Source: an optimization exercise on an open RTL-to-GDS flow (aim: small area). Production flows keep margins and buffers that such runs may drop. At most, simulation tests tie the RTL to the original design; equivalence was not proved. Function not checked in runs 3 and 4: the RTL went through the layout flow alone. Power and IR drop assume default switching activity.

[flow/design.v]
module pipe_core (
    input  wire        clk,
    input  wire        rst,
    output wire [31:0] imem_addr,
    input  wire [31:0] imem_rdata,
    output wire [4:0]  rf_raddr1,
    output wire [4:0]  rf_raddr2,
    input  wire [31:0] rf_rdata1,
    input  wire [31:0] rf_rdata2,
    output wire        rf_we,
    output wire [4:0]  rf_waddr,
    output wire [31:0] rf_wdata,
    output wire [31:0] dmem_addr,
    output wire        dmem_re,
    output wire        dmem_we,
    output wire [31:0] dmem_wdata,
    input  wire [31:0] dmem_rdata,
    output wire [31:0] pc,
    output wire [31:0] ifid_instr,
    output wire [31:0] idex_instr,
    output wire [31:0] exmem_instr,
    output wire [31:0] memwb_instr
);
    reg [31:2] pc_q;         
    reg [31:0] ifid_q;
    reg [31:0] idex_q;
    reg [31:0] exmem_q;
    reg [31:0] memwb_q;
    reg [31:0] ex_a_q;       
    reg [31:0] ex_b_q;       
    reg [31:0] mem_alu_q;    
    reg [31:0] mem_wd_q;     
    reg [31:0] wb_q;         
    wire [5:0] d_op = ifid_q[31:26];
    wire [4:0] d_rs = ifid_q[25:21];
    wire [4:0] d_rt = ifid_q[20:16];
    wire [5:0] e_op = idex_q[31:26];
    wire       e_rtype = (e_op == 6'h00);
    wire       e_lw    = (e_op == 6'h23);
    wire       e_wr    = e_rtype | e_lw;
    wire [4:0] e_dst   = e_op[0] ? idex_q[20:16] : idex_q[15:11];
    wire [5:0] m_op = exmem_q[31:26];
    wire       m_lw = (m_op == 6'h23);
    wire       m_sw = (m_op == 6'h2B);
    wire       m_wr = (m_op == 6'h00) | m_lw;
    wire [4:0] m_dst = m_op[0] ? exmem_q[20:16] : exmem_q[15:11];
    wire [5:0] w_op = memwb_q[31:26];
    wire       w_wr = (w_op == 6'h00) | (w_op == 6'h23);
    wire [4:0] w_dst = w_op[0] ? memwb_q[20:16] : memwb_q[15:11];
    wire [31:0] e_res;
    pc_alu u_alu (.instr(idex_q), .a(ex_a_q), .b(ex_b_q), .res(e_res));
    wire [31:0] m_wb = m_lw ? dmem_rdata : mem_alu_q;
    wire [4:0] f_rs = imem_rdata[25:21];
    wire [4:0] f_rt = imem_rdata[20:16];
    wire [5:0] d_opx = ifid_q[31:26];
    wire       d_wr  = (d_opx == 6'h00) | (d_opx == 6'h23);
    wire [4:0] d_dst = d_opx[0] ? ifid_q[20:16] : ifid_q[15:11];
    reg m_hit_rs, m_hit_rt, e_hit_rs, e_hit_rt;
    always @(posedge clk) begin
        if (rst) begin
            m_hit_rs <= 1'b0;
            m_hit_rt <= 1'b0;
            e_hit_rs <= 1'b0;
            e_hit_rt <= 1'b0;
        end else begin
            m_hit_rs <= e_wr & (e_dst == f_rs) & (|f_rs);
            m_hit_rt <= e_wr & (e_dst == f_rt) & (|f_rt);
            e_hit_rs <= d_wr & (d_dst == f_rs) & (|f_rs);
            e_hit_rt <= d_wr & (d_dst == f_rt) & (|f_rt);
        end
    end
    wire        d_equal;
    pc_equnit u_eq (.hs(m_hit_rs), .ht(m_hit_rt), .a(rf_rdata1), .b(rf_rdata2), .c(mem_alu_q), .equal(d_equal));
    wire a_se = e_hit_rs;
    wire a_sl = ~e_hit_rs & m_hit_rs & m_lw;
    wire a_sc = ~e_hit_rs & m_hit_rs & ~m_lw;
    wire a_sr = ~e_hit_rs & ~m_hit_rs;
    wire b_se = e_hit_rt;
    wire b_sl = ~e_hit_rt & m_hit_rt & m_lw;
    wire b_sc = ~e_hit_rt & m_hit_rt & ~m_lw;
    wire b_sr = ~e_hit_rt & ~m_hit_rt;
    wire [31:0] d_fa, d_fb;
    pc_sel4 u_fa (.s0(a_se), .s1(a_sl), .s2(a_sc), .s3(a_sr), .d0(e_res), .d1(dmem_rdata), .d2(mem_alu_q), .d3(rf_rdata1), .y(d_fa));
    pc_sel4 u_fb (.s0(b_se), .s1(b_sl), .s2(b_sc), .s3(b_sr), .d0(e_res), .d1(dmem_rdata), .d2(mem_alu_q), .d3(rf_rdata2), .y(d_fb));
    wire        d_beq   = (d_op == 6'h04);
    wire        d_j     = (d_op == 6'h02);
    wire        d_taken = d_beq & d_equal;
    wire [31:2] d_next;
    pc_next u_next (.pc(pc_q), .instr(ifid_q[25:0]), .taken(d_taken), .jump(d_j), .next(d_next));
    assign imem_addr   = {pc_q, 2'b00};
    assign pc          = {pc_q, 2'b00};
    assign rf_raddr1   = d_rs;
    assign rf_raddr2   = d_rt;
    assign rf_we       = w_wr;
    assign rf_waddr    = w_dst;
    assign rf_wdata    = wb_q;
    assign dmem_addr   = mem_alu_q;
    assign dmem_re     = m_lw;
    assign dmem_we     = m_sw;
    assign dmem_wdata  = mem_wd_q;
    assign ifid_instr  = ifid_q;
    assign idex_instr  = idex_q;
    assign exmem_instr = exmem_q;
    assign memwb_instr = memwb_q;
    always @(posedge clk) begin
        if (rst) begin
            pc_q    <= 30'd0;
            ifid_q  <= 32'd0;
            idex_q  <= 32'd0;
            exmem_q <= 32'd0;
            memwb_q <= 32'd0;
        end else begin
            pc_q    <= d_next;
            ifid_q  <= imem_rdata;
            idex_q  <= ifid_q;
            exmem_q <= idex_q;
            memwb_q <= exmem_q;
        end
    end
    always @(posedge clk) begin
        ex_a_q    <= d_fa;
        ex_b_q    <= d_fb;
        mem_alu_q <= e_res;
        mem_wd_q  <= ex_b_q;
        wb_q      <= m_wb;
    end
endmodule
module pc_bk_add #(parameter N = 32) (
    input  wire [N-1:0] a,
    input  wire [N-1:0] b,
    input  wire         cin,
    output wire [N-1:0] s,
    output wire         cout
);
    localparam integer TOPD = (N > 32) ? 32 : (N > 16) ? 16 : (N > 8) ? 8 : (N > 4) ? 4 : (N > 2) ? 2 : 1;
    reg [N-1:0] g, p;
    reg [N:0]   c;
    integer i, d;
    always @(*) begin
        g = a & b;
        p = a ^ b;
        g[0] = g[0] | (p[0] & cin);
        for (d = 1; d < N; d = d * 2)
            for (i = 2 * d - 1; i < N; i = i + 2 * d) begin
                g[i] = g[i] | (p[i] & g[i-d]);
                p[i] = p[i] & p[i-d];
            end
        for (d = TOPD; d >= 1; d = d / 2)
            for (i = 3 * d - 1; i < N; i = i + 2 * d) begin
                g[i] = g[i] | (p[i] & g[i-d]);
                p[i] = p[i] & p[i-d];
            end
        c[0] = cin;
        for (i = 0; i < N; i = i + 1)
            c[i+1] = g[i];
    end
    assign s    = a ^ b ^ c[N-1:0];
    assign cout = c[N];
endmodule
module pc_alu (input wire [31:0] instr, input wire [31:0] a, input wire [31:0] b, output wire [31:0] res);
    wire [5:0] fn  = instr[5:0];
    wire       imm = instr[31];
    wire       fok = ~imm & fn[5] & ~fn[4];
    wire       sub = ~imm & fn[1];
    wire       f_add = imm | (fok & (fn[3:0] == 4'h0)) | (fok & (fn[3:0] == 4'h2));
    wire       f_and = fok & (fn[3:0] == 4'h4);
    wire       f_or  = fok & (fn[3:0] == 4'h5);
    wire       f_slt = fok & (fn[3:0] == 4'hA);
    wire       k_c = f_add;
    wire       k_g = f_or | f_and;
    wire       k_p = ~f_add & ~f_or;
    wire       immn = ~imm;
    wire [31:0] tn, bx, p, g, kn;
    wire [32:0] c;
    wire [15:0] ivn;
    assign c[0] = sub;
    genvar i;
    generate
        for (i = 0; i < 16; i = i + 1) begin : g_imm
            c_inv u_i (.a(instr[i]), .y(ivn[i]));
        end
        for (i = 0; i < 32; i = i + 1) begin : g_bit
            c_xnor2 u_t (.a(b[i]), .b(sub), .y(tn[i]));
            c_o22ai u_b (.a1(immn), .a2(ivn[i < 16 ? i : 15]), .b1(imm), .b2(tn[i]), .y(bx[i]));
            c_ha    u_h (.a(a[i]), .b(bx[i]), .s(p[i]), .co(g[i]));
            c_a222oi u_k (.a1(k_c), .a2(c[i]), .b1(k_g), .b2(g[i]), .c1(k_p), .c2(p[i]), .y(kn[i]));
        end
        for (i = 1; i < 32; i = i + 1) begin : g_res
            c_xnor2 u_r (.a(p[i]), .b(kn[i]), .y(res[i]));
        end
    endgenerate
    wire r0;
    c_xnor2 u_r0 (.a(p[0]), .b(kn[0]), .y(r0));
    assign res[0] = r0 | (f_slt & ~c[32]);
    pc_bk_carry u_cy (.g(g), .p(p), .cin(sub), .c(c[32:1]));
endmodule
module pc_bk_carry (input wire [31:0] g, input wire [31:0] p, input wire cin, output wire [31:0] c);
    wire g0;
    c_a21o u_g0 (.a1(p[0]), .a2(cin), .b1(g[0]), .y(g0));
    wire [31:0] G1, P1, G2, P2, G3, P3, G4, P4, G5;
    genvar i;
    generate
        for (i = 1; i < 32; i = i + 2) begin : u1
            if (i == 1) begin : f
                c_a21o u_g (.a1(p[1]), .a2(g0), .b1(g[1]), .y(G1[1]));
            end else begin : n
                c_a21o u_g (.a1(p[i]), .a2(g[i-1]), .b1(g[i]), .y(G1[i]));
                c_and2 u_p (.a(p[i]), .b(p[i-1]), .y(P1[i]));
            end
        end
        for (i = 3; i < 32; i = i + 4) begin : u2
            c_a21o u_g (.a1(P1[i]), .a2(G1[i-2]), .b1(G1[i]), .y(G2[i]));
            if (i > 3) begin : pp
                c_and2 u_p (.a(P1[i]), .b(P1[i-2]), .y(P2[i]));
            end
        end
        for (i = 7; i < 32; i = i + 8) begin : u3
            c_a21o u_g (.a1(P2[i]), .a2(G2[i-4]), .b1(G2[i]), .y(G3[i]));
            if (i > 7) begin : pp
                c_and2 u_p (.a(P2[i]), .b(P2[i-4]), .y(P3[i]));
            end
        end
        for (i = 15; i < 32; i = i + 16) begin : u4
            c_a21o u_g (.a1(P3[i]), .a2(G3[i-8]), .b1(G3[i]), .y(G4[i]));
            if (i > 15) begin : pp
                c_and2 u_p (.a(P3[i]), .b(P3[i-8]), .y(P4[i]));
            end
        end
    endgenerate
    c_a21o u_g31 (.a1(P4[31]), .a2(G4[15]), .b1(G4[31]), .y(G5[31]));
    wire [31:0] C;
    assign C[0]  = g0;
    assign C[1]  = G1[1];
    assign C[3]  = G2[3];
    assign C[7]  = G3[7];
    assign C[15] = G4[15];
    assign C[31] = G5[31];
    c_a21o d23 (.a1(P3[23]), .a2(C[15]), .b1(G3[23]), .y(C[23]));
    c_a21o d11 (.a1(P2[11]), .a2(C[7]),  .b1(G2[11]), .y(C[11]));
    c_a21o d19 (.a1(P2[19]), .a2(C[15]), .b1(G2[19]), .y(C[19]));
    c_a21o d27 (.a1(P2[27]), .a2(C[23]), .b1(G2[27]), .y(C[27]));
    generate
        for (i = 5; i < 32; i = i + 4) begin : d2
            c_a21o u_g (.a1(P1[i]), .a2(C[i-2]), .b1(G1[i]), .y(C[i]));
        end
        for (i = 2; i < 31; i = i + 2) begin : d1
            c_a21o u_g (.a1(p[i]), .a2(C[i-1]), .b1(g[i]), .y(C[i]));
        end
    endgenerate
    assign c = C;
endmodule
module pc_equnit (input wire hs, input wire ht, input wire [31:0] a, input wire [31:0] b,
                  input wire [31:0] c, output wire equal);
    wire hsn, htn;
    c_inv u_hsn (.a(hs), .y(hsn));
    c_inv u_htn (.a(ht), .y(htn));
    wire [31:0] xn, yn, eq;
    wire [7:0]  ne4;
    wire [1:0]  eq16;
    genvar i;
    generate
        for (i = 0; i < 32; i = i + 1) begin : g_bit
            c_o22ai u_x (.a1(hsn), .a2(c[i]), .b1(hs), .b2(a[i]), .y(xn[i]));
            c_o22ai u_y (.a1(htn), .a2(c[i]), .b1(ht), .b2(b[i]), .y(yn[i]));
            c_xnor2 u_e (.a(xn[i]), .b(yn[i]), .y(eq[i]));
        end
        for (i = 0; i < 8; i = i + 1) begin : g_grp
            c_nand4 u_n (.a(eq[4*i]), .b(eq[4*i+1]), .c(eq[4*i+2]), .d(eq[4*i+3]), .y(ne4[i]));
        end
        for (i = 0; i < 2; i = i + 1) begin : g_half
            c_nor4 u_h (.a(ne4[4*i]), .b(ne4[4*i+1]), .c(ne4[4*i+2]), .d(ne4[4*i+3]), .y(eq16[i]));
        end
    endgenerate
    c_and2 u_eq (.a(eq16[0]), .b(eq16[1]), .y(equal));
endmodule
module pc_sel4 (input wire s0, input wire s1, input wire s2, input wire s3,
                input wire [31:0] d0, input wire [31:0] d1, input wire [31:0] d2, input wire [31:0] d3,
                output wire [31:0] y);
    assign y = ({32{s0}} & d0) | ({32{s1}} & d1) | ({32{s2}} & d2) | ({32{s3}} & d3);
endmodule
module pc_next (input wire [31:2] pc, input wire [25:0] instr, input wire taken, input wire jump, output wire [31:2] next);
    wire [15:0] pc_lo = pc[17:2];
    wire [13:0] pc_hi = pc[31:18];
    wire [15:0] br_lo;
    wire        br_c16;
    pc_bk_add #(.N(16)) u_pc_br (.a(pc_lo), .b(instr[15:0]), .cin(1'b1), .s(br_lo), .cout(br_c16));
    reg  [16:0] lo_run;      
    reg  [13:0] hi_inc;      
    reg  [13:0] hi_dec;      
    integer k;
    always @(*) begin
        lo_run[0] = 1'b1;
        for (k = 0; k < 16; k = k + 1) lo_run[k+1] = lo_run[k] & pc_lo[k];
        hi_inc[0] = 1'b1;
        hi_dec[0] = 1'b1;
        for (k = 0; k < 13; k = k + 1) begin
            hi_inc[k+1] = hi_inc[k] & pc_hi[k];
            hi_dec[k+1] = hi_dec[k] & ~pc_hi[k];
        end
    end
    wire        br_up   = ~instr[15] & br_c16;
    wire        br_down = instr[15] & ~br_c16;
    wire [29:0] d_pc4 = {pc_hi ^ ({14{lo_run[16]}} & hi_inc), pc_lo ^ lo_run[15:0]};
    wire [29:0] d_br  = {pc_hi ^ (({14{br_up}} & hi_inc) | ({14{br_down}} & hi_dec)), br_lo};
    wire [29:0] d_seq   = taken ? d_br : d_pc4;
    assign next = jump ? {d_pc4[29:26], instr[25:0]} : d_seq;
endmodule
module c_inv (input wire a, output wire y); assign y = ~a; endmodule
module c_nand2 (input wire a, input wire b, output wire y); assign y = ~(a & b); endmodule
module c_nor2 (input wire a, input wire b, output wire y); assign y = ~(a | b); endmodule
module c_and2 (input wire a, input wire b, output wire y); assign y = a & b; endmodule
module c_nand4 (input wire a, input wire b, input wire c, input wire d, output wire y); assign y = ~(a & b & c & d); endmodule
module c_nor4 (input wire a, input wire b, input wire c, input wire d, output wire y); assign y = ~(a | b | c | d); endmodule
module c_o22ai (input wire a1, input wire a2, input wire b1, input wire b2, output wire y); assign y = ~((a1 | a2) & (b1 | b2)); endmodule
module c_xnor2 (input wire a, input wire b, output wire y); assign y = ~(a ^ b); endmodule
module c_a21o (input wire a1, input wire a2, input wire b1, output wire y); assign y = (a1 & a2) | b1; endmodule
module c_a222oi (input wire a1, input wire a2, input wire b1, input wire b2, input wire c1, input wire c2, output wire y); assign y = ~((a1 & a2) | (b1 & b2) | (c1 & c2)); endmodule
module c_ha (input wire a, input wire b, output wire s, output wire co); assign s = a ^ b; assign co = a & b; endmodule
[flow/flow/run.sh]
#!/bin/bash
set -euo pipefail
here=$(cd "$(dirname "$0")" && pwd)
bash standard.sh \
  "BUFFER_PORTS_ARGS=-buffer_cell sky130_fd_sc_hd__buf_1" \
  "PRE_FLOORPLAN_TCL=$here/downsize.tcl" \
  "CTS_ARGS=-sink_clustering_enable -repair_clock_nets -buf_list sky130_fd_sc_hd__clkbuf_8 -sink_clustering_size 16 -sink_clustering_max_diameter 70 -dont_use_dummy_load" \
  finish > standard.log 2>&1
[flow/flow/downsize.tcl]
# Before floorplanning: put every logic cell that synthesis sized up back to
# its smallest drive strength of the same function; repair_design and
# repair_timing later size up only the cells that timing needs. Registers,
# buffers and clock cells are left as they are.
set db [ord::get_db]
set n 0
foreach inst [[ord::get_db_block] getInsts] {
  set m [[$inst getMaster] getName]
  if {![regexp {^(sky130_fd_sc_hd__[a-z0-9]+)_([0-9]+)$} $m -> base sz]} { continue }
  if {$sz eq "0" || $sz eq "1"} { continue }
  if {[regexp {df|dl|buf|clk|conb|tap|fill|decap|diode} $base]} { continue }
  foreach k {1 0} {
    set nm [$db findMaster ${base}_$k]
    if {$nm ne "NULL"} {
      $inst swapMaster $nm
      incr n
      break
    }
  }
}
puts "downsize.tcl: $n cells set to their smallest drive strength"
[flow/standard.sh]
#!/bin/bash
# synth_recipe.tcl (not shown) runs the flow's synth.tcl, then flattens the netlist and writes it again
# the make line also repeats each setting of config.mk as NAME=value (left out here)
make -C /OpenROAD-flow-scripts/flow DESIGN_CONFIG=/design/flow/config.mk WORK_HOME=/design/flow/orfs CLKGATE_MAP_FILE= SYNTH_SCRIPT=/design/flow/synth_recipe.tcl "${@:-finish}"
[flow/config.mk]
export PLATFORM = sky130hd
export DESIGN_NAME = pipe_core
export DESIGN_NICKNAME = pipe_core
export VERILOG_FILES = /design/flow/design.v
export SDC_FILE = /design/flow/constraint.sdc
export NUM_CORES = 4
export LEC_CHECK = 0
export CAP_MARGIN = 20
export CORE_MARGIN = 2
export CORE_UTILIZATION = 60
export SLEW_MARGIN = 20
export SYNTH_HIERARCHICAL = 1
[flow/constraint.sdc]
create_clock -name core_clock -period 5.5 [get_ports {clk}]
set_input_delay 1.1000 -clock core_clock [delete_from_list [all_inputs] [get_ports {clk}]]
set_output_delay 1.1000 -clock core_clock [all_outputs]
set_load 0.01 [all_outputs]
==> key figures, run 1 <==
Clock tree
  • Hold-fix buffers, CTS: 0
  • Root buffer cell: clkbuf_8
  • Setup Fix Bufs, Post-CTS: 0
  • Clock sinks: 322
  • CTS resizes: 0
  • Clk buf depth: 3
  • Clock-pin slew on the worst setup and hold paths: approximately 0.1 ns
  • CTS Buf Count: 24
  • CTS tree: built
  • H-tree levels: 1
  • Worst skew pair latency: between 0.5 and 0.6 ns

Detailed routing
  • Drt first pass iters: 8
  • Post-route DRC: 0
  • Final wirelength: ~44,000 um
  • Starting DRT DRC Count: about 1,300
  • Avg WL per Cell: 20.33 um
  • Vias/cell: 5.989
  • DR vias: between 10,000 and 15,000
  • Final antenna-violating net count: 0

Floorplanning
  • Die extent in y: 161.4 um
  • Starting density of the core: about three fifths
  • Core area: about 24,000 um2
  • Die width: between 150 and 200 um
  • Die area: roughly 26,000 um2
  • I/O pin count: roughly 440
  • Row Count: 57

Critical path
  • Critical Path Slowest Stage Cell: dfxtp_2
  • Slowest stage delay, CP: about 0.48 ns
  • Worst Setup End Kind: flop
  • Worst EP arrival: 5.11 ns
  • Most Frequent Cell on Critical Path: a21o_1
  • CP Class: flop to flop
  • Critical Path Start Type: flop
  • Crit-path max FO: 31
  • Crit path required time: 5.97 ns
  • Critical-path cell list: buf_4, inv_1, o22ai_1, ha_1, a21o_1, a21o_1, a21o_1, a21o_1, a21o_1, a21o_1, a21o_1, a21o_1, a21o_1, a222oi_1, xnor2_1, a22oi_1, nand2_1

Outcome
  • Outcome: complete, no violations

Cells and area
  • Non-Filler Instances: ~2,200
  • Layout Nets: 2,063
  • Leading cell types in the layout, fill and taps excluded: 430 x buf_1, 321 x dfxtp_1, 158 x nor2b_1, 131 x xnor2_1, 130 x a22oi_1
  • Layout cells sized above 1: 3.175%
  • Fillcell total: 2,049
  • N_diodes: 0
  • Multi-input combinational cell area: around 7700 um2
  • Sequential standard cell area: between 6000 and 7000 um2
  • Commonest non-fill, non-tap cell in the layout: buf_1

Placement
  • Placed insts: around 2,200
  • # port buffers: ~430
  • Post-DP HPWL: approximately 32,000 um
  • Place WS: just over 0.9 ns
  • Routability cong.: ~0.89

Synthesis
  • Register area share after synthesis: a little over two fifths
  • Yosys Chip Area: 15,000 um2
  • Gate Count Post-Synth: roughly 1,500
  • Async SR Flop Fraction: 0%
  • Netlist cell types: ~60
  • Main synth FF type: dfxtp_1
  • Synth top area cells: dfxtp_1 43%, xnor2_1 7.6%, nor2b_1 6.6%
  • FF+latch count, synth: approximately 320
  • Largest area contributor in the netlist: dfxtp_1
  • Synth top area share: a little over two fifths
  • Number of enable flip-flop cells after synthesis: 0
  • Ys Warns: 9

STA
  • Period utilization: 84.39%
  • Count of pins over their slew limit: 0
  • Fin crit period: approximately 4.6 ns
  • FMAX: 0.2154 GHz
  • TNS Setup: 0 ns
  • Least-Margin Pin Slew: 0.9142 ns
  • Final clock skew: about 0.033 ns
  • Final setup violation count: 0
  • Final Hold Fails: 0
  • Final setup margin: 0.8585 ns
  • Slew margin rel.: 38.98%
  • RSZ-0062 raised after global routing: false

Global routing
  • Final global-route overflow total: 0
  • Largest net degree at the start of global routing: 85
  • Number of global-route vias before repair: 12,090
  • Initial antenna violation count: 1
  • Global-route wire length before repair: slightly below 70,000 um
  • Gr usage total: between 30% and 40%

Power
  • Pwr Total: 5.106 mW
  • Maximum VDD drop: between 200 and 300 uV
  • Pleak: roughly 6.7 nW
  • Pwr Density: 304.3 nW/um2

Min path
  • Worst min path class: flop to flop

Job
  • Max-cap violation count: 0
==> layout make-up <==
type / count / area share [%]
Clock buffer: 24 / 1.968
Inverter: 39 / 0.8724
Multi-Input combinational cell: 1020 / 45.63
Sequential cell: 322 / 38.42
Tap cell: 324 / 2.416
Timing Repair Buffer: 453 / 10.69
==> sequential cells by signal, indices dropped and copies added, names as in the netlist, 30 cells and up <==
register   count
wb_q          32
ex_a_q        32
ifid_q        32
mem_alu_q     32
mem_wd_q      32
ex_b_q        32
exmem_q       32
idex_q        32
memwb_q       32
pc_q          30
==> stage by stage <==
step	hold WS (ns)	instance area (um2)	util (%)
final	0.3705	16780	69.00
after detailed placement	0.3558	16440	67.58
after floorplan	0.3499	14880	-
after CTS	0.3713	16770	68.94
after global routing	0.3840	16780	69.00
after global placement	0.3541	16440	67.58
==> per-module statistics from Yosys, one instance, submodules excluded, excerpt <==
| module | flops+latches | times used | cells inside | area [um2] |
|---|---|---|---|---|
| c_nor4 | 0 | 2 | 1 | 12.51 |
| c_inv | 0 | 18 | 1 | 3.754 |
| pc_sel4 | 0 | 2 | 108 | 679.4 |
| c_a21o | 0 | 58 | 1 | 7.507 |
| pc_bk_carry | 0 | 1 | 5 | 37.54 |
| pipe_core | 322 | 1 | 656 | 8870 |
| c_a222oi | 0 | 32 | 1 | 10.01 |
| c_nand4 | 0 | 8 | 1 | 6.256 |
| c_ha | 0 | 32 | 1 | 12.51 |
| c_o22ai | 0 | 96 | 1 | 6.256 |
| pc_alu | 0 | 1 | 11 | 90.09 |
| pc_next | 0 | 1 | 153 | 1065 |
| c_and2 | 0 | 27 | 1 | 6.256 |
| c_xnor2 | 0 | 96 | 1 | 8.758 |
==> synth_stat cells (3+ instances only) <==
library cell,instances
nand4_1,8
dfxtp_1,322
a21o_1,61
and4bb_2,3
o21ai_0,32
nor2_1,19
nand2_1,99
and2_1,27
nor2b_1,158
xnor2_1,131
ha_1,64
nor4_1,5
a21oi_1,7
clkbuf_1,23
a222oi_1,32
buf_6,9
o22ai_1,99
fa_1,9
buf_2,24
mux2i_4,3
or4_1,8
mux2_1,32
a22oi_1,129
nor3_1,5
nor4_2,6
xor2_1,6
buf_4,49
mux2_2,8
mux2i_1,23
nand3_1,6
inv_1,38
and3_1,3
==> cell families after synthesis <==
kind of cell	Yosys count	share of synthesized area (%)
XOR/XNOR	137	8.000
multiplexers	68	5.172
AND/OR/NAND/NOR	358	13.57
adder cells (fa/ha/maj)	73	6.540
AO/OA/AOI/OAI	379	18.21
buffers and inverters	144	5.480
flip-flops	322	42.98
other	2	0.05007
==> routing by layer <==
layer	vias to the layer above	part of all wire, %	track usage, %	wire length (um)
li1	6043	-	-	-
met1	6120	40	42.53	17950
met2	794	47	54.43	20950
met3	109	8.7	5.265	3881
met4	2	3.5	11.32	1557
met5	-	0.038	0	17
==> worst max-delay path: cells and delay by family (launching register included) <==
kind / cells / cell delay, ns
adders and majority gates: 1 / 0.29
xor gates and xnor gates: 1 / 0.17
buffers and inverters: 2 / 0.82
and+or+nand+nor: 1 / 0.06
DFF: 1 / 0.48
AOI/OAI and AO/OA: 12 / 2.69
==> worst paths after layout <==
check | slack, ns | startpoint | end | cells past startpoint
max | 0.86 | idex_q[31] | ex_b_q[31] | 17
min | 0.37 | ex_b_q[30] | mem_wd_q[30] | 0
min reg2reg | 0.37 | ex_b_q[30] | mem_wd_q[30] | 0
max reg2reg | 0.86 | idex_q[31] | ex_b_q[31] | 17
==> where the power goes <==
group	leakage [nW]	internal [mW]	switching (mW)	total, mW
clock	0.173	0.392	0.723	1.11
sequential	2.67	2.60	0.260	2.86
combinational	3.89	0.468	0.662	1.13
==> run 2: changes to the inputs <==
--- a/flow/design.v
+++ b/flow/design.v
@@ -49,7 +49,8 @@
     wire [4:0] w_dst = w_op[0] ? memwb_q[20:16] : memwb_q[15:11];
     wire [31:0] e_res;
     pc_alu u_alu (.instr(idex_q), .a(ex_a_q), .b(ex_b_q), .res(e_res));
-    wire [31:0] m_wb = m_lw ? dmem_rdata : mem_alu_q;
+    wire [31:0] m_wb;
+    pc_mux2 u_wb (.s(m_lw), .a1(dmem_rdata), .a0(mem_alu_q), .y(m_wb));
     wire [4:0] f_rs = imem_rdata[25:21];
     wire [4:0] f_rt = imem_rdata[20:16];
     wire [5:0] d_opx = ifid_q[31:26];
@@ -70,18 +71,18 @@
         end
     end
     wire        d_equal;
-    pc_equnit u_eq (.hs(m_hit_rs), .ht(m_hit_rt), .a(rf_rdata1), .b(rf_rdata2), .c(mem_alu_q), .equal(d_equal));
-    wire a_se = e_hit_rs;
-    wire a_sl = ~e_hit_rs & m_hit_rs & m_lw;
-    wire a_sc = ~e_hit_rs & m_hit_rs & ~m_lw;
-    wire a_sr = ~e_hit_rs & ~m_hit_rs;
-    wire b_se = e_hit_rt;
-    wire b_sl = ~e_hit_rt & m_hit_rt & m_lw;
-    wire b_sc = ~e_hit_rt & m_hit_rt & ~m_lw;
-    wire b_sr = ~e_hit_rt & ~m_hit_rt;
+    wire [31:0] d_xn, d_yn;      
+    pc_equnit u_eq (.hs(m_hit_rs), .ht(m_hit_rt), .a(rf_rdata1), .b(rf_rdata2), .c(mem_alu_q),
+                    .equal(d_equal), .xn(d_xn), .yn(d_yn));
+    wire a_se  = e_hit_rs;
+    wire a_sl  = ~e_hit_rs & m_hit_rs & m_lw;
+    wire a_sqn = e_hit_rs | (m_hit_rs & m_lw);
+    wire b_se  = e_hit_rt;
+    wire b_sl  = ~e_hit_rt & m_hit_rt & m_lw;
+    wire b_sqn = e_hit_rt | (m_hit_rt & m_lw);
     wire [31:0] d_fa, d_fb;
-    pc_sel4 u_fa (.s0(a_se), .s1(a_sl), .s2(a_sc), .s3(a_sr), .d0(e_res), .d1(dmem_rdata), .d2(mem_alu_q), .d3(rf_rdata1), .y(d_fa));
-    pc_sel4 u_fb (.s0(b_se), .s1(b_sl), .s2(b_sc), .s3(b_sr), .d0(e_res), .d1(dmem_rdata), .d2(mem_alu_q), .d3(rf_rdata2), .y(d_fb));
+    pc_fwd u_fa (.se(a_se), .sl(a_sl), .sqn(a_sqn), .e(e_res), .d(dmem_rdata), .qn(d_xn), .y(d_fa));
+    pc_fwd u_fb (.se(b_se), .sl(b_sl), .sqn(b_sqn), .e(e_res), .d(dmem_rdata), .qn(d_yn), .y(d_fb));
     wire        d_beq   = (d_op == 6'h04);
     wire        d_j     = (d_op == 6'h02);
     wire        d_taken = d_beq & d_equal;
@@ -250,11 +251,11 @@
     assign c = C;
 endmodule
 module pc_equnit (input wire hs, input wire ht, input wire [31:0] a, input wire [31:0] b,
-                  input wire [31:0] c, output wire equal);
+                  input wire [31:0] c, output wire equal, output wire [31:0] xn, output wire [31:0] yn);
     wire hsn, htn;
     c_inv u_hsn (.a(hs), .y(hsn));
     c_inv u_htn (.a(ht), .y(htn));
-    wire [31:0] xn, yn, eq;
+    wire [31:0] eq;
     wire [7:0]  ne4;
     wire [1:0]  eq16;
     genvar i;
@@ -273,10 +274,26 @@
     endgenerate
     c_and2 u_eq (.a(eq16[0]), .b(eq16[1]), .y(equal));
 endmodule
-module pc_sel4 (input wire s0, input wire s1, input wire s2, input wire s3,
-                input wire [31:0] d0, input wire [31:0] d1, input wire [31:0] d2, input wire [31:0] d3,
-                output wire [31:0] y);
-    assign y = ({32{s0}} & d0) | ({32{s1}} & d1) | ({32{s2}} & d2) | ({32{s3}} & d3);
+module pc_fwd (input wire se, input wire sl, input wire sqn, input wire [31:0] e, input wire [31:0] d,
+               input wire [31:0] qn, output wire [31:0] y);
+    wire [31:0] t;
+    genvar i;
+    generate
+        for (i = 0; i < 32; i = i + 1) begin : g_bit
+            c_a22oi u_t (.a1(se), .a2(e[i]), .b1(sl), .b2(d[i]), .y(t[i]));
+            c_o21ai u_y (.a1(sqn), .a2(qn[i]), .b1(t[i]), .y(y[i]));
+        end
+    endgenerate
+endmodule
+module pc_mux2 (input wire s, input wire [31:0] a1, input wire [31:0] a0, output wire [31:0] y);
+    wire sn;
+    c_inv u_sn (.a(s), .y(sn));
+    genvar i;
+    generate
+        for (i = 0; i < 32; i = i + 1) begin : g_bit
+            c_a22o u_y (.a1(s), .a2(a1[i]), .b1(sn), .b2(a0[i]), .y(y[i]));
+        end
+    endgenerate
 endmodule
 module pc_next (input wire [31:2] pc, input wire [25:0] instr, input wire taken, input wire jump, output wire [31:2] next);
     wire [15:0] pc_lo = pc[17:2];
@@ -316,3 +333,6 @@
 module c_a21o (input wire a1, input wire a2, input wire b1, output wire y); assign y = (a1 & a2) | b1; endmodule
 module c_a222oi (input wire a1, input wire a2, input wire b1, input wire b2, input wire c1, input wire c2, output wire y); assign y = ~((a1 & a2) | (b1 & b2) | (c1 & c2)); endmodule
 module c_ha (input wire a, input wire b, output wire s, output wire co); assign s = a ^ b; assign co = a & b; endmodule
+module c_a22oi (input wire a1, input wire a2, input wire b1, input wire b2, output wire y); assign y = ~((a1 & a2) | (b1 & b2)); endmodule
+module c_a22o (input wire a1, input wire a2, input wire b1, input wire b2, output wire y); assign y = (a1 & a2) | (b1 & b2); endmodule
+module c_o21ai (input wire a1, input wire a2, input wire b1, output wire y); assign y = ~((a1 | a2) & b1); endmodule
==> key figures, run 2 <==
Min path
  • Worst min path class: flop to flop

Clock tree
  • H-tree levels: 1 (unchanged)
  • Worst skew pair latency: 0.57 ns (about the same)
  • Clock sinks: 322 (unchanged)
  • Hold-fix buffers, CTS: 0 (unchanged)
  • CTS resizes: 0 (unchanged)
  • CTS Buf Count: 24 (unchanged)
  • Root buffer cell: clkbuf_8
  • Clk buf depth: 3 (unchanged)
  • CTS tree: built
  • Clock-pin slew on the worst setup and hold paths: 0.10 ns (about the same)
  • Setup Fix Bufs, Post-CTS: 0 (unchanged)

Detailed routing
  • Starting DRT DRC Count: 973 (-25%)
  • Post-route DRC: 0 (unchanged)
  • DR vias: 12,340 (-5.6%)
  • Vias/cell: 5.853 (-2.3%)
  • Final wirelength: 42,240 um (-4.8%)
  • Avg WL per Cell: 20.04 um (-1.4%)
  • Final antenna-violating net count: 0 (unchanged)
  • Drt first pass iters: 8 (unchanged)

Floorplanning
  • I/O pin count: 436 (unchanged)
  • Die area: 24,890 um2 (-4.5%)
  • Die width: 157.8 um (-2.3%)
  • Row Count: 56 (-1.8%)
  • Core area: 23,330 um2 (-4.1%)
  • Die extent in y: 157.8 um (-2.3%)
  • Starting density of the core: 60.79% (-0.35 points)

STA
  • RSZ-0062 raised after global routing: false
  • Count of pins over their slew limit: 0 (unchanged)
  • TNS Setup: 0 ns (unchanged)
  • Slew margin rel.: 42.25% (+3.3 points)
  • Final clock skew: 0.03980 ns (+0.006976 ns)
  • Fin crit period: 4.684 ns (+0.04288 ns)
  • FMAX: 0.2135 GHz (-0.92%)
  • Least-Margin Pin Slew: 0.8663 ns (-0.04796 ns)
  • Final setup violation count: 0 (unchanged)
  • Final Hold Fails: 0 (unchanged)
  • Period utilization: 85.17% (+0.78 points)

Placement
  • # port buffers: 431 (unchanged)
  • Routability cong.: 0.8800 (-1.5%)
  • Area after DPL: 15,900 um2 (-3.3%)
  • Post-DP HPWL: 30,600 um (-4.9%)

Critical path
  • Worst R2R Start: idex_q[1]
  • Crit. Startpoint: idex_q[1]
  • Worst setup endpoint: ex_a_q[31]
  • Crit-path max FO: 20 (-35%)
  • End of the worst register-to-register path: ex_a_q[31]
  • CP Class: flop to flop
  • Worst Reg-to-Reg Cells: 17 (unchanged)
  • Reg2reg setup slack: 0.82 ns (-0.04 ns)
  • Worst Setup End Kind: flop
  • Crit path required time: 5.95 ns (-0.02 ns)
  • Worst EP arrival: 5.13 ns (+0.02 ns)
  • Critical Path Start Type: flop

Power
  • Pwr Density: 309.9 nW/um2 (+1.9%)
  • Maximum VDD drop: 212.4 uV (-24%)
  • Pleak: 6.372 nW (-5.5%)

Job
  • Max-cap violation count: 0 (unchanged)

Global routing
  • Number of global-route vias before repair: 11,500 (-4.9%)
  • Largest net degree at the start of global routing: 88 (+3.5%)
  • Final global-route overflow total: 0 (unchanged)
  • Initial antenna violation count: 1 (unchanged)
  • Gr usage total: 32.33% (-0.098 points)
  • Global-route wire length before repair: 62,960 um (-6.6%)

Cells and area
  • Leading cell types in the layout, fill and taps excluded: 430 x buf_1, 321 x dfxtp_1, 157 x nor2b_1, 131 x xnor2_1, 98 x o22ai_1
  • Fillcell total: 1,990 (-2.9%)
  • Layout cells sized above 1: 3.130% (-0.045 points)
  • Commonest non-fill, non-tap cell in the layout: buf_1
  • Multi-input combinational cell area: 7136 um2 (-6.8%)
  • Sequential standard cell area: 6447 um2 (unchanged)
  • Layout Nets: 1,994 (-3.3%)
  • Post-route cell area: 16,290 um2 (-3.0%)
  • N_diodes: 0 (unchanged)

Synthesis
  • Ys Warns: 9 (unchanged)
  • Gate Count Post-Synth: 1,387 (-6.5%)

Outcome
  • Outcome: complete, no violations
## run 2: per-stage QoR
| stage | hold WS (ns) | cells | setup slack, ns | util (%) | total power, mW |
|---|---|---|---|---|---|
| after global placement | 0.3535 | 2082 | 0.9599 | 68.14 | 3.951 |
| after detailed placement | 0.3551 | 2082 | 0.8436 | 68.14 | 3.968 |
| after global routing | 0.3708 | 2108 | 0.5718 | 69.80 | 5.287 |
| final | 0.3625 | 2108 | 0.8157 | 69.80 | 5.047 |
| after CTS | 0.3624 | 2106 | 0.7998 | 69.56 | 5.048 |
| after floorplan | 0.3499 | 1390 | 0.3494 | - | 3.555 |
## run 2: critical path, cell delays in order, from the launching register on
cell and delay (ns):
dfxtp_1 0.44, nor2b_4 0.53, buf_4 0.45, xnor2_1 0.17, o22ai_1 0.10, ha_1 0.33
a21o_1 0.22, a21o_1 0.21, a21o_1 0.24, a21o_1 0.29, a21o_1 0.24, a21o_1 0.19
a21o_1 0.17, a21o_1 0.16, a222oi_1 0.35, xnor2_1 0.18, a22oi_1 0.20, o21ai_1 0.09
## run 2: where the power goes
group	internal, mW	total, mW	switching, mW
Combinational	0.479	1.13	0.653
Clock	0.392	1.10	0.710
Sequential	2.60	2.81	0.212
## run 2: worst min-delay path by stage
| stage | startpoint | cells after the start | slack (ns) | endpoint |
|---|---|---|---|---|
| CTS | ex_b_q[8] | 0 | 0.36 | mem_wd_q[8] |
| global placement | ex_b_q[30] | 0 | 0.35 | mem_wd_q[30] |
| global route | ex_b_q[8] | 0 | 0.37 | mem_wd_q[8] |
| detailed placement | ex_b_q[31] | 0 | 0.36 | mem_wd_q[31] |
| floorplan | ex_b_q[0] | 0 | 0.35 | mem_wd_q[0] |
| finish | ex_b_q[8] | 0 | 0.36 | mem_wd_q[8] |
## run 2: layout make-up
type	count	area share (%)
Multi-Input combinational cell	951	43.82
Sequential cell	322	39.59
Inverter	39	0.8989
Timing Repair Buffer	453	11.22
Clock buffer	24	2.028
Tap cell	319	2.451
## run 2: metal layers
layer | GRT usage, % | vias to the layer above | wire (um)
li1 | - | 5785 | -
met1 | 41.55 | 5827 | 17080
met2 | 53.83 | 631 | 19970
met3 | 6.214 | 93 | 3789
met4 | 12.51 | 2 | 1382
met5 | 0 | - | 13
==> run 3: changes to the inputs <==
--- a/flow/design.v
+++ b/flow/design.v
@@ -51,25 +51,12 @@
     pc_alu u_alu (.instr(idex_q), .a(ex_a_q), .b(ex_b_q), .res(e_res));
     wire [31:0] m_wb;
     pc_mux2 u_wb (.s(m_lw), .a1(dmem_rdata), .a0(mem_alu_q), .y(m_wb));
-    wire [4:0] f_rs = imem_rdata[25:21];
-    wire [4:0] f_rt = imem_rdata[20:16];
-    wire [5:0] d_opx = ifid_q[31:26];
-    wire       d_wr  = (d_opx == 6'h00) | (d_opx == 6'h23);
-    wire [4:0] d_dst = d_opx[0] ? ifid_q[20:16] : ifid_q[15:11];
-    reg m_hit_rs, m_hit_rt, e_hit_rs, e_hit_rt;
-    always @(posedge clk) begin
-        if (rst) begin
-            m_hit_rs <= 1'b0;
-            m_hit_rt <= 1'b0;
-            e_hit_rs <= 1'b0;
-            e_hit_rt <= 1'b0;
-        end else begin
-            m_hit_rs <= e_wr & (e_dst == f_rs) & (|f_rs);
-            m_hit_rt <= e_wr & (e_dst == f_rt) & (|f_rt);
-            e_hit_rs <= d_wr & (d_dst == f_rs) & (|f_rs);
-            e_hit_rt <= d_wr & (d_dst == f_rt) & (|f_rt);
-        end
-    end
+    wire d_rs_nz = |d_rs;
+    wire d_rt_nz = |d_rt;
+    wire m_hit_rs = m_wr & (m_dst == d_rs) & d_rs_nz;
+    wire m_hit_rt = m_wr & (m_dst == d_rt) & d_rt_nz;
+    wire e_hit_rs = e_wr & (e_dst == d_rs) & d_rs_nz;
+    wire e_hit_rt = e_wr & (e_dst == d_rt) & d_rt_nz;
     wire        d_equal;
     wire [31:0] d_xn, d_yn;      
     pc_equnit u_eq (.hs(m_hit_rs), .ht(m_hit_rt), .a(rf_rdata1), .b(rf_rdata2), .c(mem_alu_q),
==> key figures, run 3 <==
Clock tree
  • Clk buf depth: 3 (unchanged)
  • H-tree levels: 1 (unchanged)
  • CTS tree: built
  • Clock sinks: 318 (-1.2%)
  • CTS Buf Count: 24 (unchanged)
  • Worst skew pair latency: 0.58 ns (about the same)
  • Root buffer cell: clkbuf_8
  • Hold-fix buffers, CTS: 0 (unchanged)
  • Clock-pin slew on the worst setup and hold paths: 0.10 ns (about the same)

Placement
  • Place WS: 0.1207 ns (-0.7229 ns)
  • Placed insts: 2,088 (+0.29%)
  • # port buffers: 431 (unchanged)
  • Post-DP HPWL: 31,070 um (+1.5%)
  • Routability cong.: 0.9636 (+9.5%)

Critical path
  • Worst EP arrival: 5.48 ns (+0.35 ns)
  • CP delay by family, top: simple AND/OR/NAND/NOR gates
  • Critical Path Slowest Stage Cell: a2111oi_1
  • Crit-path max FO: 32 (+60%)
  • Critical Path Start Type: flop
  • Critical-path cell list: mux2i_2, xnor2_1, a2111oi_1, and2_2, buf_6, o22ai_1, xnor2_1, nand4_1, nor4_1, and2_1, nand2_1, nor3_2, and4bb_1, nand4b_1, nor4_1, a41oi_1, xnor2_1, nor2b_1
  • Slowest stage delay, CP: 0.52 ns (about the same)
  • Crit path required time: 5.92 ns (-0.03 ns)
  • Crit path buf inv count: 1 (unchanged)
  • Reg2reg setup slack: 0.43 ns (-0.38 ns)
  • Worst Setup End Kind: flop
  • Worst R2R Start: exmem_q[26]
  • Most Frequent Cell on Critical Path: xnor2_1
  • CP Class: flop to flop
  • Crit. Startpoint: exmem_q[26]

Global routing
  • Largest net degree at the start of global routing: 105 (+19%)
  • Number of global-route vias before repair: 11,830 (+2.9%)
  • Global-route wire length before repair: 64,760 um (+2.9%)
  • Gr usage total: 33.50% (+1.2 points)
  • Initial antenna violation count: 0 (-1)
  • Final global-route overflow total: 0 (unchanged)

Synthesis
  • Gate Count Post-Synth: 1,385 (-0.14%)
  • Ys Warns: 9 (unchanged)

Cells and area
  • Layout cells sized above 1: 4.382% (+1.3 points)
  • Layout Nets: 2,008 (+0.70%)
  • Leading cell types in the layout, fill and taps excluded: 430 x buf_1, 316 x dfxtp_1, 159 x nor2b_1, 129 x xnor2_1, 98 x o22ai_1
  • Non-Filler Instances: 2,122 (+0.66%)
  • Commonest non-fill, non-tap cell in the layout: buf_1
  • N_diodes: 0 (unchanged)
  • Util after Layout: 70.45% (+0.65 points)

Floorplanning
  • Die area: 24,750 um2 (-0.56%)
  • Row Count: 56 (unchanged)
  • I/O pin count: 436 (unchanged)
  • Die width: 157.3 um (-0.28%)
  • Starting density of the core: 60.63% (-0.17 points)
  • Core area: 23,260 um2 (-0.30%)
  • Die extent in y: 157.3 um (-0.28%)

Min path
  • Hold path startpoint: ex_b_q[30]
  • Worst min path class: flop to flop

STA
  • Final setup violation count: 0 (unchanged)
  • Least-Margin Pin Slew: 1.033 ns (+0.1672 ns)
  • Fin crit period: 5.065 ns (+0.3811 ns)
  • FMAX: 0.1974 GHz (-7.5%)
  • Final setup margin: 0.4346 ns (-0.3811 ns)
  • Period utilization: 92.10% (+6.9 points)
  • Final clock skew: 0.06421 ns (+0.02441 ns)
  • Slew margin rel.: 31.11% (-11 points)
  • Final Hold Fails: 0 (unchanged)
  • Count of pins over their slew limit: 0 (unchanged)

Detailed routing
  • Starting DRT DRC Count: 1,237 (+27%)
  • Post-route DRC: 0 (unchanged)
  • Drt first pass iters: 7 (-1)
  • Avg WL per Cell: 20.61 um (+2.8%)
  • Final antenna-violating net count: 0 (unchanged)
  • DR vias: 12,550 (+1.7%)
  • Vias/cell: 5.915 (+1.1%)
  • Final wirelength: 43,730 um (+3.5%)

Power
  • Maximum VDD drop: 256.4 uV (+21%)
  • Pwr Density: 377.4 nW/um2 (+22%)
  • Pleak: 6.437 nW (+1.0%)
  • Pwr Total: 6.185 mW (+23%)

Outcome
  • Outcome: complete, no violations

Job
  • Max-cap violation count: 0 (unchanged)
## run 3: cell count changes in the layout (fill, tap and decap cells not counted), moves of 3 or more
cell | previous run | this run
nand3_1 | 5 | 8
or4_1 | 8 | 4
clkinvlp_4 | 0 | 4
dfxtp_1 | 321 | 316
nor4_1 | 11 | 7
buf_4 | 20 | 31
## run 3: report_power, final
part	total, mW	internal (mW)	leakage, nW	switching [mW]
sequential	3.05	2.74	2.64	0.313
clock	1.11	0.391	0.173	0.721
combinational	2.02	0.874	3.62	1.14
total	6.18	4.01	6.44	2.18
## run 3: worst paths after layout
check                               endpoint  cells past startpoint
worst max-delay path                pc_q[31]                     18
worst min-delay path            mem_wd_q[30]                      0
worst max register to register      pc_q[31]                     18
worst min register to register  mem_wd_q[30]                      0
## run 3: layout make-up
cell class	count	area (um2)
timing repair inverter	2	15.01
fill	1945	6874
inverter	39	153.9
timing repair buffer	467	1952
tap	319	399.1
sequential	318	6369
multi-input combinational	953	7169
clock buffer	24	330.3
## run 3: what timing repair did
item | CTS | global route
setup buffers | 0 | 6
gates resized for setup | 0 | 11
hold endpoints to repair | 0 | 0
setup endpoints to repair | 0 | 30
## run 3: metrics by stage
stage	instance area (um2)	hold WS (ns)	TNS, ns
2_1_floorplan	14120	0.3499	0
3_3_place_gp	15900	0.3545	0
3_5_place_dp	15900	0.3551	0
4_1_cts	16230	0.3689	0
5_1_grt	16390	0.3752	-0.04286
6_report	16390	0.3659	0
## run 3: per-layer routing
layer	routed length (um)	GRT usage, %	vias to the layer above
met5	0	0	-
met4	1729	13.94	0
met3	4127	6.057	120
met2	20290	54.56	709
met1	17590	43.95	5910
li1	-	-	5813
==> run 4: changes to the inputs <==
--- a/flow/design.v
+++ b/flow/design.v
@@ -28,6 +28,7 @@
     reg [31:0] memwb_q;
     reg [31:0] ex_a_q;       
     reg [31:0] ex_b_q;       
+    reg        ex_sub_q;     
     reg [31:0] mem_alu_q;    
     reg [31:0] mem_wd_q;     
     reg [31:0] wb_q;         
@@ -48,7 +49,7 @@
     wire       w_wr = (w_op == 6'h00) | (w_op == 6'h23);
     wire [4:0] w_dst = w_op[0] ? memwb_q[20:16] : memwb_q[15:11];
     wire [31:0] e_res;
-    pc_alu u_alu (.instr(idex_q), .a(ex_a_q), .b(ex_b_q), .res(e_res));
+    pc_alu u_alu (.instr(idex_q), .sub(ex_sub_q), .a(ex_a_q), .b(ex_b_q), .res(e_res));
     wire [31:0] m_wb;
     pc_mux2 u_wb (.s(m_lw), .a1(dmem_rdata), .a0(mem_alu_q), .y(m_wb));
     wire d_rs_nz = |d_rs;
@@ -106,6 +107,7 @@
         end
     end
     always @(posedge clk) begin
+        ex_sub_q  <= ~ifid_q[31] & ifid_q[1];
         ex_a_q    <= d_fa;
         ex_b_q    <= d_fb;
         mem_alu_q <= e_res;
@@ -145,11 +147,10 @@
     assign s    = a ^ b ^ c[N-1:0];
     assign cout = c[N];
 endmodule
-module pc_alu (input wire [31:0] instr, input wire [31:0] a, input wire [31:0] b, output wire [31:0] res);
+module pc_alu (input wire [31:0] instr, input wire sub, input wire [31:0] a, input wire [31:0] b, output wire [31:0] res);
     wire [5:0] fn  = instr[5:0];
     wire       imm = instr[31];
     wire       fok = ~imm & fn[5] & ~fn[4];
-    wire       sub = ~imm & fn[1];
     wire       f_add = imm | (fok & (fn[3:0] == 4'h0)) | (fok & (fn[3:0] == 4'h2));
     wire       f_and = fok & (fn[3:0] == 4'h4);
     wire       f_or  = fok & (fn[3:0] == 4'h5);
@@ -180,62 +181,26 @@
     wire r0;
     c_xnor2 u_r0 (.a(p[0]), .b(kn[0]), .y(r0));
     assign res[0] = r0 | (f_slt & ~c[32]);
-    pc_bk_carry u_cy (.g(g), .p(p), .cin(sub), .c(c[32:1]));
+    pc_gr_carry u_cy (.g(g), .p(p), .cin(sub), .c(c[32:1]));
 endmodule
-module pc_bk_carry (input wire [31:0] g, input wire [31:0] p, input wire cin, output wire [31:0] c);
-    wire g0;
-    c_a21o u_g0 (.a1(p[0]), .a2(cin), .b1(g[0]), .y(g0));
-    wire [31:0] G1, P1, G2, P2, G3, P3, G4, P4, G5;
-    genvar i;
-    generate
-        for (i = 1; i < 32; i = i + 2) begin : u1
-            if (i == 1) begin : f
-                c_a21o u_g (.a1(p[1]), .a2(g0), .b1(g[1]), .y(G1[1]));
-            end else begin : n
-                c_a21o u_g (.a1(p[i]), .a2(g[i-1]), .b1(g[i]), .y(G1[i]));
-                c_and2 u_p (.a(p[i]), .b(p[i-1]), .y(P1[i]));
-            end
-        end
-        for (i = 3; i < 32; i = i + 4) begin : u2
-            c_a21o u_g (.a1(P1[i]), .a2(G1[i-2]), .b1(G1[i]), .y(G2[i]));
-            if (i > 3) begin : pp
-                c_and2 u_p (.a(P1[i]), .b(P1[i-2]), .y(P2[i]));
-            end
-        end
-        for (i = 7; i < 32; i = i + 8) begin : u3
-            c_a21o u_g (.a1(P2[i]), .a2(G2[i-4]), .b1(G2[i]), .y(G3[i]));
-            if (i > 7) begin : pp
-                c_and2 u_p (.a(P2[i]), .b(P2[i-4]), .y(P3[i]));
-            end
-        end
-        for (i = 15; i < 32; i = i + 16) begin : u4
-            c_a21o u_g (.a1(P3[i]), .a2(G3[i-8]), .b1(G3[i]), .y(G4[i]));
-            if (i > 15) begin : pp
-                c_and2 u_p (.a(P3[i]), .b(P3[i-8]), .y(P4[i]));
-            end
-        end
-    endgenerate
-    c_a21o u_g31 (.a1(P4[31]), .a2(G4[15]), .b1(G4[31]), .y(G5[31]));
-    wire [31:0] C;
-    assign C[0]  = g0;
-    assign C[1]  = G1[1];
-    assign C[3]  = G2[3];
-    assign C[7]  = G3[7];
-    assign C[15] = G4[15];
-    assign C[31] = G5[31];
-    c_a21o d23 (.a1(P3[23]), .a2(C[15]), .b1(G3[23]), .y(C[23]));
-    c_a21o d11 (.a1(P2[11]), .a2(C[7]),  .b1(G2[11]), .y(C[11]));
-    c_a21o d19 (.a1(P2[19]), .a2(C[15]), .b1(G2[19]), .y(C[19]));
-    c_a21o d27 (.a1(P2[27]), .a2(C[23]), .b1(G2[27]), .y(C[27]));
+module pc_gr_carry (input wire [31:0] g, input wire [31:0] p, input wire cin, output wire [31:0] c);
+    wire [8:0] cg;           
+    assign cg[0] = cin;
+    genvar m;
     generate
-        for (i = 5; i < 32; i = i + 4) begin : d2
-            c_a21o u_g (.a1(P1[i]), .a2(C[i-2]), .b1(G1[i]), .y(C[i]));
-        end
-        for (i = 2; i < 31; i = i + 2) begin : d1
-            c_a21o u_g (.a1(p[i]), .a2(C[i-1]), .b1(g[i]), .y(C[i]));
+        for (m = 0; m < 8; m = m + 1) begin : grp
+            wire t1, t2, gg, pg;
+            c_a21o u_t1 (.a1(p[4*m+1]), .a2(g[4*m]),   .b1(g[4*m+1]), .y(t1));
+            c_a21o u_t2 (.a1(p[4*m+2]), .a2(t1),       .b1(g[4*m+2]), .y(t2));
+            c_a21o u_gg (.a1(p[4*m+3]), .a2(t2),       .b1(g[4*m+3]), .y(gg));
+            c_and4 u_pg (.a(p[4*m]), .b(p[4*m+1]), .c(p[4*m+2]), .d(p[4*m+3]), .y(pg));
+            c_a21o u_cg (.a1(pg), .a2(cg[m]), .b1(gg), .y(cg[m+1]));
+            c_a21o u_c0 (.a1(p[4*m]),   .a2(cg[m]),    .b1(g[4*m]),   .y(c[4*m]));
+            c_a21o u_c1 (.a1(p[4*m+1]), .a2(c[4*m]),   .b1(g[4*m+1]), .y(c[4*m+1]));
+            c_a21o u_c2 (.a1(p[4*m+2]), .a2(c[4*m+1]), .b1(g[4*m+2]), .y(c[4*m+2]));
+            assign c[4*m+3] = cg[m+1];
         end
     endgenerate
-    assign c = C;
 endmodule
 module pc_equnit (input wire hs, input wire ht, input wire [31:0] a, input wire [31:0] b,
                   input wire [31:0] c, output wire equal, output wire [31:0] xn, output wire [31:0] yn);
@@ -323,3 +288,4 @@
 module c_a22oi (input wire a1, input wire a2, input wire b1, input wire b2, output wire y); assign y = ~((a1 & a2) | (b1 & b2)); endmodule
 module c_a22o (input wire a1, input wire a2, input wire b1, input wire b2, output wire y); assign y = (a1 & a2) | (b1 & b2); endmodule
 module c_o21ai (input wire a1, input wire a2, input wire b1, output wire y); assign y = ~((a1 | a2) & b1); endmodule
+module c_and4 (input wire a, input wire b, input wire c, input wire d, output wire y); assign y = a & b & c & d; endmodule
==> key figures, run 4 <==
Synthesis
  • Ys Warns: 9 (unchanged)
  • Gate Count Post-Synth: 1,362 (-1.7%)

Global routing
  • Global-route wire length before repair: 63,890 um (-1.3%)
  • Initial antenna violation count: 0 (unchanged)
  • Gr usage total: 33.07% (-0.43 points)
  • Final global-route overflow total: 0 (unchanged)
  • Largest net degree at the start of global routing: 68 (-35%)
  • Number of global-route vias before repair: 11,650 (-1.5%)

STA
  • TNS Setup: 0 ns (unchanged)
  • Count of pins over their slew limit: 0 (unchanged)
  • Final setup violation count: 0 (unchanged)
  • Fin crit period: 5.146 ns (+0.08008 ns)
  • Least-Margin Pin Slew: 1.128 ns (+0.09421 ns)
  • Final Hold Fails: 0 (unchanged)
  • Period utilization: 93.55% (+1.5 points)
  • FMAX: 0.1943 GHz (-1.6%)
  • Final clock skew: 0.02530 ns (-0.03891 ns)
  • RSZ-0062 raised after global routing: false
  • Slew margin rel.: 24.66% (-6.4 points)

Placement
  • Placed insts: 2,059 (-1.4%)
  • # port buffers: 431 (unchanged)
  • Routability cong.: 0.8916 (-7.5%)
  • Area after DPL: 15,760 um2 (-0.89%)
  • Post-DP HPWL: 30,340 um (-2.4%)

Power
  • Pwr Density: 380.4 nW/um2 (+0.79%)
  • Maximum VDD drop: 347.6 uV (+36%)
  • Pleak: 6.295 nW (-2.2%)

Floorplanning
  • Starting density of the core: 61.38% (+0.75 points)
  • Die extent in y: 156.7 um (-0.42%)
  • Core area: 22,780 um2 (-2.1%)
  • Die area: 24,540 um2 (-0.84%)
  • Die width: 156.7 um (-0.42%)
  • Row Count: 55 (-1.8%)
  • I/O pin count: 436 (unchanged)

Cells and area
  • Leading cell types in the layout, fill and taps excluded: 430 x buf_1, 316 x dfxtp_1, 160 x nor2b_1, 129 x xnor2_1, 98 x o22ai_1
  • Commonest non-fill, non-tap cell in the layout: buf_1
  • Non-Filler Instances: 2,082 (-1.9%)
  • Multi-input combinational cell area: 7039 um2 (-1.8%)
  • N_diodes: 0 (unchanged)
  • Sequential standard cell area: 6390 um2 (+0.33%)
  • Layout Nets: 1,974 (-1.7%)
  • Post-route cell area: 16,080 um2 (-1.9%)
  • Layout cells sized above 1: 3.335% (-1.0 points)
  • Fillcell total: 1,824 (-6.2%)

Outcome
  • Outcome: complete, no violations

Detailed routing
  • Vias/cell: 5.905 (-0.17%)
  • Post-route DRC: 0 (unchanged)
  • Starting DRT DRC Count: 1,009 (-18%)
  • Avg WL per Cell: 20.22 um (-1.9%)
  • DR vias: 12,290 (-2.1%)
  • Final wirelength: 42,090 um (-3.8%)
  • Drt first pass iters: 6 (-1)
  • Final antenna-violating net count: 0 (unchanged)

Critical path
  • Worst Setup End Kind: flop
  • Worst EP arrival: 5.57 ns (+0.09 ns)
  • Critical Path Start Type: flop
  • CP Class: flop to flop
  • Crit path required time: 5.92 ns (about the same)
  • Crit-path max FO: 32 (unchanged)

Clock tree
  • CTS tree: built
  • Setup Fix Bufs, Post-CTS: 0 (unchanged)
  • CTS Buf Count: 23 (-4.2%)
  • Hold-fix buffers, CTS: 0 (unchanged)
  • Clock sinks: 319 (+0.31%)
  • Worst skew pair latency: 0.57 ns (about the same)
  • Root buffer cell: clkbuf_8
  • H-tree levels: 1 (unchanged)
  • Clk buf depth: 3 (unchanged)
  • Clock-pin slew on the worst setup and hold paths: 0.10 ns (about the same)

Job
  • Max-cap violation count: 0 (unchanged)

Min path
  • Worst min path class: flop to flop
[run 4: metal layers]
metal	vias to the layer above	share of wire [%]	GRT usage (%)
met5	-	0	0
met4	0	3.5	13.46
met3	104	8.9	5.206
met2	691	47	53.89
met1	5754	41	44.01
li1	5745	-	-
[run 4: final cells by class]
class,count,area share (%)
well taps,313,2.435
repair buffers,454,11.16
flip-flops and latches,319,39.73
inverters,40,0.9336
clock buffers,23,1.968
multi-input cells,933,43.77
[run 4: critical path, cell delays in order, from the launching register on]
cell	delay, ns
dfxtp_2	0.40
or3_1	0.35
a2111o_1	0.45
nor3_1	0.26
and2_1	0.19
buf_4	0.39
o22ai_1	0.20
xnor2_1	0.22
nand4_1	0.17
nor4_1	0.54
and2_1	0.27
nand2_1	0.08
nor3_2	0.23
and4bb_1	0.34
nand4b_1	0.25
nor4_1	0.28
a41oi_1	0.08
xnor2_1	0.14
nor2b_1	0.12
[run 4: power by group]
group,switching (mW),total (mW),internal [mW]
logic,1.12,1.97,0.854
clock network,0.709,1.09,0.376
registers,0.311,3.06,2.75
total,2.14,6.12,3.98
[run 4: through the flow]
stage | hold WS (ns) | util (%) | total power, mW | setup WS (ns)
after global routing | 0.3803 | 70.60 | 6.448 | 0.01410
after detailed placement | 0.3562 | 69.20 | 5.040 | 0.2498
after floorplan | 0.3499 | - | 4.389 | 0.09321
final | 0.3579 | 70.60 | 6.117 | 0.3545
after CTS | 0.3685 | 70.59 | 6.108 | 0.2271
after global placement | 0.3536 | 69.20 | 5.008 | 0.4988
[run 4: path summary, 6_finish.rpt]
| path | to | slack, ns | from | depth (start not counted) |
|---|---|---|---|---|
| worst max-delay path | pc_q[31] | 0.35 | exmem_q[26] | 18 |
| worst min-delay path | mem_wd_q[0] | 0.36 | ex_b_q[0] | 0 |
| worst max register to register | pc_q[31] | 0.35 | exmem_q[26] | 18 |
| worst min register to register | mem_wd_q[0] | 0.36 | ex_b_q[0] | 0 |
[run 4: repair_timing]
item	CTS	global route
endpoints found under the hold margin	0	0
resized for setup	0	2
endpoints found under the setup margin	0	10

## separate check: timing with driven ports
The results above use ideal ports. As a check the final layouts listed here were re-extracted and re-timed, cells and wires unchanged. Step 1, drivers: a clkbuf_16 drives clk and a buf_2 each remaining input, both assumed. Step 2, shift: input delay + t, output delay - t, t = (earliest + latest rising clock arrival at the registers) / 2. This alone moves slack from input paths to output paths. Slacks: ideal / step 1 / step 2; pairs: ideal / step 1.
run	t, ns	setup slack, ns	hold slack, ns	worst setup path after step 2	slew at the worst register clock pin (ns)
run 1	0.615	0.859 / 0.859 / 0.859	0.370 / 0.370 / 0.370	register to register	0.11 / 0.11
run 2	0.601	0.816 / 0.816 / 0.816	0.362 / 0.362 / 0.362	register to register	0.11 / 0.11
run 3	0.594	0.435 / 0.434 / 0.434	0.366 / 0.366 / 0.366	register to register	0.11 / 0.11
run 4	0.605	0.354 / 0.354 / 0.354	0.358 / 0.358 / 0.358	register to register	0.11 / 0.11
After both steps setup and hold are still met in every run listed. The setup slack of run 3, which loses most, moves by -0.001 ns with the drivers and by -0.001 ns with both steps.
